Source: an optimization exercise on an open RTL-to-GDS flow (aim: small area). Production flows keep margins and buffers that such runs may drop.
In this exercise RTL edits were held to simulation tests only and were not proved equivalent to the original.
Power figures rest on the tool's default switching activity, not on a simulated workload.

### design/flow/design.v
module cmd_check #(
  parameter integer W = 320,
  parameter integer H = 240,
  parameter [7:0] CMD_FILLRECT   = 8'h11,
  parameter [7:0] CMD_DRAWBITMAP = 8'h22,
  parameter [7:0] CMD_BLITBUFFER = 8'h33,
  parameter [7:0] CMD_SCROLL     = 8'h44,
  parameter [7:0] CMD_EXECUTE    = 8'h55
) (
  input  wire [7:0]  cmd,
  input  wire [11:0] plen,
  input  wire [71:0] fields,
  output reg         short_payload,
  output reg         flush,
  output wire [14:0] fx1,
  output wire [14:0] fy1,
  output wire [14:0] fx2,
  output wire [14:0] fy2
);
  wire signed [15:0] p_x1 = fields[15:0];
  wire signed [15:0] p_y1 = fields[31:16];
  wire signed [15:0] p_x2 = fields[47:32];
  wire signed [15:0] p_y2 = fields[63:48];
  wire        [15:0] p_w  = fields[47:32];
  wire        [15:0] p_h  = fields[63:48];
  wire        [7:0]  p_s  = fields[71:64];
  wire signed [16:0] bdx = p_x2 - p_x1;
  wire signed [16:0] bdy = p_y2 - p_y1;
  wire        [16:0] bw  = (bdx < 0 ? -bdx : bdx) + 17'd1;
  wire        [16:0] bh  = (bdy < 0 ? -bdy : bdy) + 17'd1;
  wire        [33:0] np  = bw * bh;
  wire        [35:0] blit_need = 36'd8 + 36'd3 * np;
  wire        [31:0] nbits = p_w * p_h;
  wire        [32:0] draw_need = 33'd16 + ((nbits + 33'd7) >> 3);
  always @(*) begin
    case (cmd)
      CMD_FILLRECT:   short_payload = (plen < 12'd11);
      CMD_DRAWBITMAP: short_payload = (plen < 12'd16) || ({21'd0, plen} < draw_need);
      CMD_BLITBUFFER: short_payload = (plen < 12'd8)  || ({24'd0, plen} < blit_need);
      CMD_SCROLL:     short_payload = (plen < 12'd2);
      default:        short_payload = 1'b0;
    endcase
  end
  wire signed [26:0] bm_wide = p_w * p_s;
  wire signed [26:0] bm_high = p_h * p_s;
  reg signed [26:0] rx1, ry1, rx2, ry2;
  always @(*) begin
    if (cmd == CMD_DRAWBITMAP) begin
      rx1 = p_x1;
      ry1 = p_y1;
      rx2 = p_x1 + bm_wide - 27'sd1;
      ry2 = p_y1 + bm_high - 27'sd1;
    end else begin
      rx1 = p_x1;
      ry1 = p_y1;
      rx2 = p_x2;
      ry2 = p_y2;
    end
  end
  wire swap_x = (cmd != CMD_DRAWBITMAP) && (rx2 < rx1);
  wire swap_y = (cmd != CMD_DRAWBITMAP) && (ry2 < ry1);
  wire signed [26:0] nx1 = swap_x ? rx2 : rx1;
  wire signed [26:0] nx2 = swap_x ? rx1 : rx2;
  wire signed [26:0] ny1 = swap_y ? ry2 : ry1;
  wire signed [26:0] ny2 = swap_y ? ry1 : ry2;
  wire signed [26:0] cx1 = (nx1 < 0)           ? 27'sd0         : nx1;
  wire signed [26:0] cx2 = (nx2 > (W - 1))     ? (W - 1)        : nx2;
  wire signed [26:0] cy1 = (ny1 < 0)           ? 27'sd0         : ny1;
  wire signed [26:0] cy2 = (ny2 > (H - 1))     ? (H - 1)        : ny2;
  wire clip_empty = (cx1 > cx2) || (cy1 > cy2);
  localparam [14:0] W_LAST = W - 1;
  localparam [14:0] H_LAST = H - 1;
  reg scroll;
  always @(*) begin
    scroll = 1'b0;
    case (cmd)
      CMD_FILLRECT, CMD_DRAWBITMAP, CMD_BLITBUFFER: flush = !clip_empty;
      CMD_SCROLL: begin
        flush  = 1'b1;
        scroll = 1'b1;
      end
      default: flush = 1'b0;
    endcase
  end
  assign fx1 = scroll ? 15'd0  : cx1[14:0];
  assign fy1 = scroll ? 15'd0  : cy1[14:0];
  assign fx2 = scroll ? W_LAST : cx2[14:0];
  assign fy2 = scroll ? H_LAST : cy2[14:0];
endmodule
module mmb4l_link #(
  parameter integer W = 320,
  parameter integer H = 240,
  parameter [7:0] PREAMBLE_BYTE  = 8'hAA,
  parameter [7:0] CMD_FILLRECT   = 8'h11,
  parameter [7:0] CMD_DRAWBITMAP = 8'h22,
  parameter [7:0] CMD_BLITBUFFER = 8'h33,
  parameter [7:0] CMD_SCROLL     = 8'h44,
  parameter [7:0] CMD_EXECUTE    = 8'h55,
  parameter integer MAX_FRAME_LEN = 2990,
  parameter integer MIN_FRAME_LEN = 7
) (
  input  wire        clk,
  input  wire        rst,
  input  wire        in_valid,
  input  wire [7:0]  in_byte,
  input  wire        link_reset,
  output reg         pay_valid,
  output reg  [7:0]  pay_byte,
  output reg         frame_valid,
  output reg  [7:0]  frame_cmd,
  output reg  [11:0] frame_plen,
  output reg         drop_valid,
  output reg  [3:0]  drop_code,
  output reg         flush_valid,
  output reg  [14:0] flush_x1,
  output reg  [14:0] flush_y1,
  output reg  [14:0] flush_x2,
  output reg  [14:0] flush_y2
);
  localparam [3:0] DROP_BAD_PREAMBLE = 4'd1;
  localparam [3:0] DROP_BAD_COMMAND  = 4'd2;
  localparam [3:0] DROP_OVERSIZE     = 4'd3;
  localparam [3:0] DROP_SHORT_LENGTH = 4'd4;
  localparam [3:0] DROP_CHECKSUM     = 4'd6;
  localparam [3:0] DROP_LINK_RESET   = 4'd7;
  localparam [3:0] DROP_PAYLOAD_SHORT = 4'd8;
  localparam [2:0] ST_COLLECT = 3'd4;
  reg  [2:0]  stage;      
  reg  [11:0] cnt;        
  reg  [7:0]  csum;       
  reg  [7:0]  len_lo;     
  reg  [11:0] dlen;       
  reg  [7:0]  cmd;        
  reg  [71:0] fields;     
  wire [7:0]  csum_next = csum ^ in_byte;
  wire [15:0] decl_len  = {in_byte, len_lo};
  wire [11:0] pidx      = cnt - 12'd6;
  wire        is_cmd    = (in_byte == CMD_FILLRECT)   || (in_byte == CMD_DRAWBITMAP) ||
                          (in_byte == CMD_BLITBUFFER) || (in_byte == CMD_SCROLL)     ||
                          (in_byte == CMD_EXECUTE);
  wire [11:0] plen = dlen - MIN_FRAME_LEN;
  wire        chk_short;
  wire        chk_flush;
  wire [14:0] chk_x1, chk_y1, chk_x2, chk_y2;
  cmd_check #(
    .W              (W),
    .H              (H),
    .CMD_FILLRECT   (CMD_FILLRECT),
    .CMD_DRAWBITMAP (CMD_DRAWBITMAP),
    .CMD_BLITBUFFER (CMD_BLITBUFFER),
    .CMD_SCROLL     (CMD_SCROLL),
    .CMD_EXECUTE    (CMD_EXECUTE)
  ) u_check (
    .cmd    (cmd),
    .plen   (plen),
    .fields (fields),
    .short_payload (chk_short),
    .flush  (chk_flush),
    .fx1    (chk_x1),
    .fy1    (chk_y1),
    .fx2    (chk_x2),
    .fy2    (chk_y2)
  );
  always @(posedge clk) begin
    if (rst) begin
      stage       <= 3'd0;
      cnt         <= 12'd0;
      csum        <= 8'd0;
      len_lo      <= 8'd0;
      dlen        <= 12'd0;
      cmd         <= 8'd0;
      pay_valid   <= 1'b0;
      pay_byte    <= 8'd0;
      frame_valid <= 1'b0;
      frame_cmd   <= 8'd0;
      frame_plen  <= 12'd0;
      drop_valid  <= 1'b0;
      drop_code   <= 4'd0;
      flush_valid <= 1'b0;
      flush_x1    <= 15'd0;
      flush_y1    <= 15'd0;
      flush_x2    <= 15'd0;
      flush_y2    <= 15'd0;
    end else begin
      pay_valid   <= 1'b0;
      frame_valid <= 1'b0;
      drop_valid  <= 1'b0;
      flush_valid <= 1'b0;
      if (link_reset) begin
        if (stage != 3'd0) begin
          drop_valid <= 1'b1;
          drop_code  <= DROP_LINK_RESET;
        end
        stage <= 3'd0;
        cnt   <= 12'd0;
        csum  <= 8'd0;
      end else if (in_valid) begin
        if (stage < 3'd3) begin
          if (in_byte == PREAMBLE_BYTE) begin
            stage <= stage + 3'd1;
            cnt   <= cnt + 12'd1;
            csum  <= csum_next;
          end else begin
            if (stage != 3'd0) begin
              drop_valid <= 1'b1;
              drop_code  <= DROP_BAD_PREAMBLE;
            end
            stage <= 3'd0;
            cnt   <= 12'd0;
            csum  <= 8'd0;
          end
        end else if (stage == 3'd3) begin
          if (is_cmd) begin
            stage <= ST_COLLECT;
            cnt   <= cnt + 12'd1;
            csum  <= csum_next;
            cmd   <= in_byte;
          end else begin
            drop_valid <= 1'b1;
            drop_code  <= DROP_BAD_COMMAND;
            stage <= 3'd0;
            cnt   <= 12'd0;
            csum  <= 8'd0;
          end
        end else begin
          if (cnt == 12'd4) begin
            len_lo <= in_byte;
            cnt    <= cnt + 12'd1;
            csum   <= csum_next;
          end else if (cnt == 12'd5) begin
            if (decl_len > MAX_FRAME_LEN) begin
              drop_valid <= 1'b1;
              drop_code  <= DROP_OVERSIZE;
              stage <= 3'd0;
              cnt   <= 12'd0;
              csum  <= 8'd0;
            end else if (decl_len < MIN_FRAME_LEN) begin
              drop_valid <= 1'b1;
              drop_code  <= DROP_SHORT_LENGTH;
              stage <= 3'd0;
              cnt   <= 12'd0;
              csum  <= 8'd0;
            end else begin
              dlen <= decl_len[11:0];
              cnt  <= cnt + 12'd1;
              csum <= csum_next;
            end
          end else if (cnt + 12'd1 == dlen) begin
            if (csum_next != 8'd0) begin
              drop_valid <= 1'b1;
              drop_code  <= DROP_CHECKSUM;
            end else begin
              frame_valid <= 1'b1;
              frame_cmd   <= cmd;
              frame_plen  <= plen;
              if (chk_short) begin
                drop_valid <= 1'b1;
                drop_code  <= DROP_PAYLOAD_SHORT;
              end else if (chk_flush) begin
                flush_valid <= 1'b1;
                flush_x1    <= chk_x1;
                flush_y1    <= chk_y1;
                flush_x2    <= chk_x2;
                flush_y2    <= chk_y2;
              end
            end
            stage <= 3'd0;
            cnt   <= 12'd0;
            csum  <= 8'd0;
          end else begin
            pay_valid <= 1'b1;
            pay_byte  <= in_byte;
            cnt       <= cnt + 12'd1;
            csum      <= csum_next;
            if (pidx < 12'd9)
              fields[pidx*8 +: 8] <= in_byte;
          end
        end
      end
    end
  end
endmodule
### design/flow/run.sh
#!/bin/bash
# synth_recipe.tcl (not shown) runs the flow's synth.tcl, then flattens the netlist and writes it again
# the make line also repeats each setting of config.mk as NAME=value (left out here)
make -C /OpenROAD-flow-scripts/flow DESIGN_CONFIG=/design/flow/config.mk WORK_HOME=/design/flow/orfs CLKGATE_MAP_FILE= SYNTH_SCRIPT=/design/flow/synth_recipe.tcl finish
### design/flow/config.mk
export PLATFORM = sky130hd
export DESIGN_NAME = mmb4l_link
export DESIGN_NICKNAME = mmb4l_link
export VERILOG_FILES = /design/flow/design.v
export SDC_FILE = /design/flow/constraint.sdc
export NUM_CORES = 4
export LEC_CHECK = 0
export CAP_MARGIN = 20
export CORE_MARGIN = 2
export CORE_UTILIZATION = 40
export SLEW_MARGIN = 20
### design/flow/constraint.sdc
create_clock -name core_clock -period 18.0 [get_ports {clk}]
set_input_delay 3.6000 -clock core_clock [delete_from_list [all_inputs] [get_ports {clk}]]
set_output_delay 3.6000 -clock core_clock [all_outputs]
set_load 0.01 [all_outputs]
==> results.py <==
metrics = {
    "global_routing": {
        "antenna_found_initial": 7,
        "use_met2": 0.406,
        "top_usage_layer": "met2",
        "met1_usage": 0.317,
        "grt_max_degree": 73,
        "use_met3": 0.0233,
        "grt_pass1_vias": 44400,
        "overflow": 0,
        "grt_util_all_layers": 0.238,
        "grt_pass1_wl_mm": 251,
    },
    "layout": {
        "drive_gt1_frac": 0.0464,
        "nFillCells": 12800,
        "diodes": 0,
        "multi_input_area_sq_um": 42200,
        "final_util": 0.434,
        "area_delta_synth_final_pct": 7.41,
        "final_nets": 7473,
        "seqCellArea_sq_um": 5100,
    },
    "power": {
        "p_seq_frac": 0.439,
        "peakVddDrop_mv": 0.0578,
        "p_clk_frac": 0.528,
        "power_frac_comb": 0.033,
        "p_per_area_nw_per_um2": 20.9,
        "power.internal_w": 0.000875,
        "switchingPower_w": 0.000282,
        "power.share.switching": 0.244,
        "total_leakage_power_nw": 25.8,
    },
    "clock_network": {
        "cts_hold_buf": 0,
        "cts_resized": 0,
        "ctsHtreeMaxLevel": 1,
        "cts_root_buf": "clkbuf_16",
        "tritoncts": "done",
        "cts.sinks": 219,
        "numCtsBuffers": 26,
        "clk-insertion-delay-late_ns": 0.59,
        "postCtsSetupRepairBufs": 0,
        "clockBufferDepth": 3,
        "clk_pin_slew_ns": 0.07,
    },
    "timing": {
        "tightest_slew_ns": 1.10,
        "max_slew_margin": 0.259,
        "setup_viol": 0,
        "hold_ws_ns": 0.466,
        "max_freq_ghz": 0.0610,
        "min_period_ns": 16.39,
        "slew_violations": 0,
        "hold_viol": 0,
        "clock_skew_ns": 0.0321,
        "rsz0062_at_grt": "false",
        "fin_crit_sh": 0.910,
        "finalSetupTns_ns": 0,
    },
    "setup_path": {
        "critPathRequiredTime_ns": 18.49,
        "cpPeakStageDelay_ns": 0.78,
        "start_kind": "register",
        "crit_slowest_cell": "edfxtp_1",
        "cp-end-kind": "register",
        "crit_top_cell": "a21oi_1",
        "path_class": "reg -> reg",
        "crit_path_max_fanout": 60,
        "critical_path_arrival_ns": 16.87,
    },
    "die": {
        "fp.coreArea_sq_um": 128000,
        "start_util": 0.404,
        "die_h_um": 363,
        "dieArea_sq_um": 132000,
        "rows": 131,
        "ioPinCount": 108,
        "die_w_um": 363,
    },
    "logic_synthesis": {
        "synth-edff-count": 72,
        "ys.flop_type": "dfxtp_1",
        "ys_async_sr_fraction": 0,
        "yosys_warnings": 2,
        "yosysUniqueCellTypes": 111,
        "synth_cells": 6320,
        "avgSynthCellArea_sq_um": 8.16,
        "ys_seq_area_frac": 0.0990,
        "synth.cell_area_sq_um": 51600,
        "ys_ff_latch": 219,
    },
    "hold_path": {
        "hold_class": "reg -> reg",
    },
    "detailed_routing": {
        "vias": 44700,
        "drc_errors": 0,
        "postRouteAntennaNets": 0,
        "finalWirelength_mm": 157,
        "avgRoutedWirePerCell_um": 19.8,
        "drt_iter0_drc": 3560,
        "viasPerCell": 5.62,
        "dr.pass1.iters": 6,
    },
    "place": {
        "port_buffers": 107,
        "hpwl_mm": 123,
        "gp_congestion": 0.939,
    },
    "status": {
        "status": "no timing/DRC/antenna violations",
    },
    "job": {
        "max-cap-violations": 0,
    },
}
-- sequential cells by signal, indices dropped and copies added, names as in the netlist, 12 cells and up --
| signal | flops |
|---|---|
| dlen | 12 |
| cnt | 12 |
| frame_plen | 12 |
| flush_y2 | 15 |
| flush_y1 | 15 |
| fields | 72 |
| flush_x1 | 15 |
| flush_x2 | 15 |
-- worst max-delay path: cells and delay by family, from the launching register on --
family	cells	cell delay, ns
buffers and inverters	6	0.74
adder cells (fa/ha/maj)	8	3.06
XOR/XNOR	2	0.29
AND/OR/NAND/NOR	14	3.45
flip-flops	1	0.78
AO/OA/AOI/OAI	30	7.74
-- cell usage in the layout, fill, tap and decap left out, drive strengths merged, types with 66 or more instances in the layout --
cell,count
xnor2,200
nand2b,66
and2,400
inv,850
fa,594
mux2i,92
nor3,121
buf,98
mux2,76
nor2,410
dfxtp,147
o21ai,208
edfxtp,72
nand3,107
xor2,97
clkdlybuf4s50,106
nand2,730
ha,595
a21oi,288
a21o,95
-- final timing paths --
kind	slack, ns	startpoint	end	cells after the start
worst max-delay path	1.61	fields[66]$_DFFE_PP_	flush_y2[7]$_SDFFE_PP0P_	60
worst min-delay path	0.47	flush_y2[11]$_SDFFE_PP0P_	flush_y2[11]$_SDFFE_PP0P_	1
worst max register to register	1.61	fields[66]$_DFFE_PP_	flush_y2[7]$_SDFFE_PP0P_	60
worst min register to register	0.47	flush_y2[11]$_SDFFE_PP0P_	flush_y2[11]$_SDFFE_PP0P_	1
-- layout make-up --
class,instances,share of cell area
well taps,1662,0.0376
repair buffers,204,0.0332
flip-flops and latches,219,0.0922
clock inverters,12,0.00249
inverters,845,0.0573
multi-input cells,4976,0.762
clock buffers,36,0.0151
-- routing by layer --
layer	share of wire	routed length [um]	vias to the layer above
met1	0.44	69300	22200
met2	0.48	75200	1274
li1	-	-	21000
met5	0.00013	21	-
met4	0.029	4620	4
met3	0.053	8370	227
-- kinds of logic after synthesis --
| group | synth area share |
|---|---|
| other cells | 0.0000727 |
| mux | 0.0345 |
| flops | 0.0990 |
| xor+xnor | 0.0509 |
| buf+inv | 0.0845 |
| compound gates | 0.144 |
| fa+ha+maj | 0.375 |
| simple gates | 0.212 |
-- Yosys cell counts, drive strengths merged (95+ instances only) --
library cell  number  share of area
and2             400          0.049
a21oi            288          0.028
nand3            107          0.010
o21ai            208          0.020
xor2              97          0.016
a21o              95          0.014
ha               595           0.14
inv              844          0.061
fa               594           0.23
dfxtp            147          0.057
nor2             410          0.030
nand2            730          0.053
clkbuf           270          0.020
xnor2            200          0.034
nor3             121          0.012
-- metrics by stage --
stage               std cells  worst slack [ns]  instance area [sq um]  total power [W]
finish                   7954              1.61                  55400          0.00116
global route             7954             0.456                  55400          0.00119
CTS                      7953              1.96                  55300          0.00117
detailed placement       7905              2.07                  54400         0.000556
global placement         7904              1.98                  54400         0.000556
floorplan                6341              3.66                  51600         0.000539
-- power groups by stage --
stage | Clock [W] | Sequential, W | Combinational, W
2_1_floorplan | 0 | 0.000519 | 0.0000203
3_3_place_gp | 0 | 0.000519 | 0.0000371
3_5_place_dp | 0 | 0.000519 | 0.0000376
4_1_cts | 0.000626 | 0.000508 | 0.0000377
5_1_grt | 0.000641 | 0.000508 | 0.0000418
6_report | 0.000611 | 0.000508 | 0.0000384

==> separate check: timing with driven ports <==
Ports are ideal in the flow. The routed layout listed here was re-timed in OpenROAD. Step 1: set_driving_cell puts a clkbuf_16 on clk and a buf_2 on each other input, an assumption about the parent block. Step 2 moves the port delays by t, midway between the first and last clock arrival at a register: inputs arrive t later, outputs are due t later. That takes back most of the time a late clock gives input paths. a / b / c = no drivers / after step 1 / after step 2; a / b = the first two.
shift t [ns]: 0.645
slack for setup (ns): 1.612 / 1.612 / 1.612
worst slew at a driven data input, ns: 0.10
After both steps setup and hold are still met in this run. For this run, drivers alone change the setup slack by 0.000 ns; drivers and shift together by 0.000 ns.
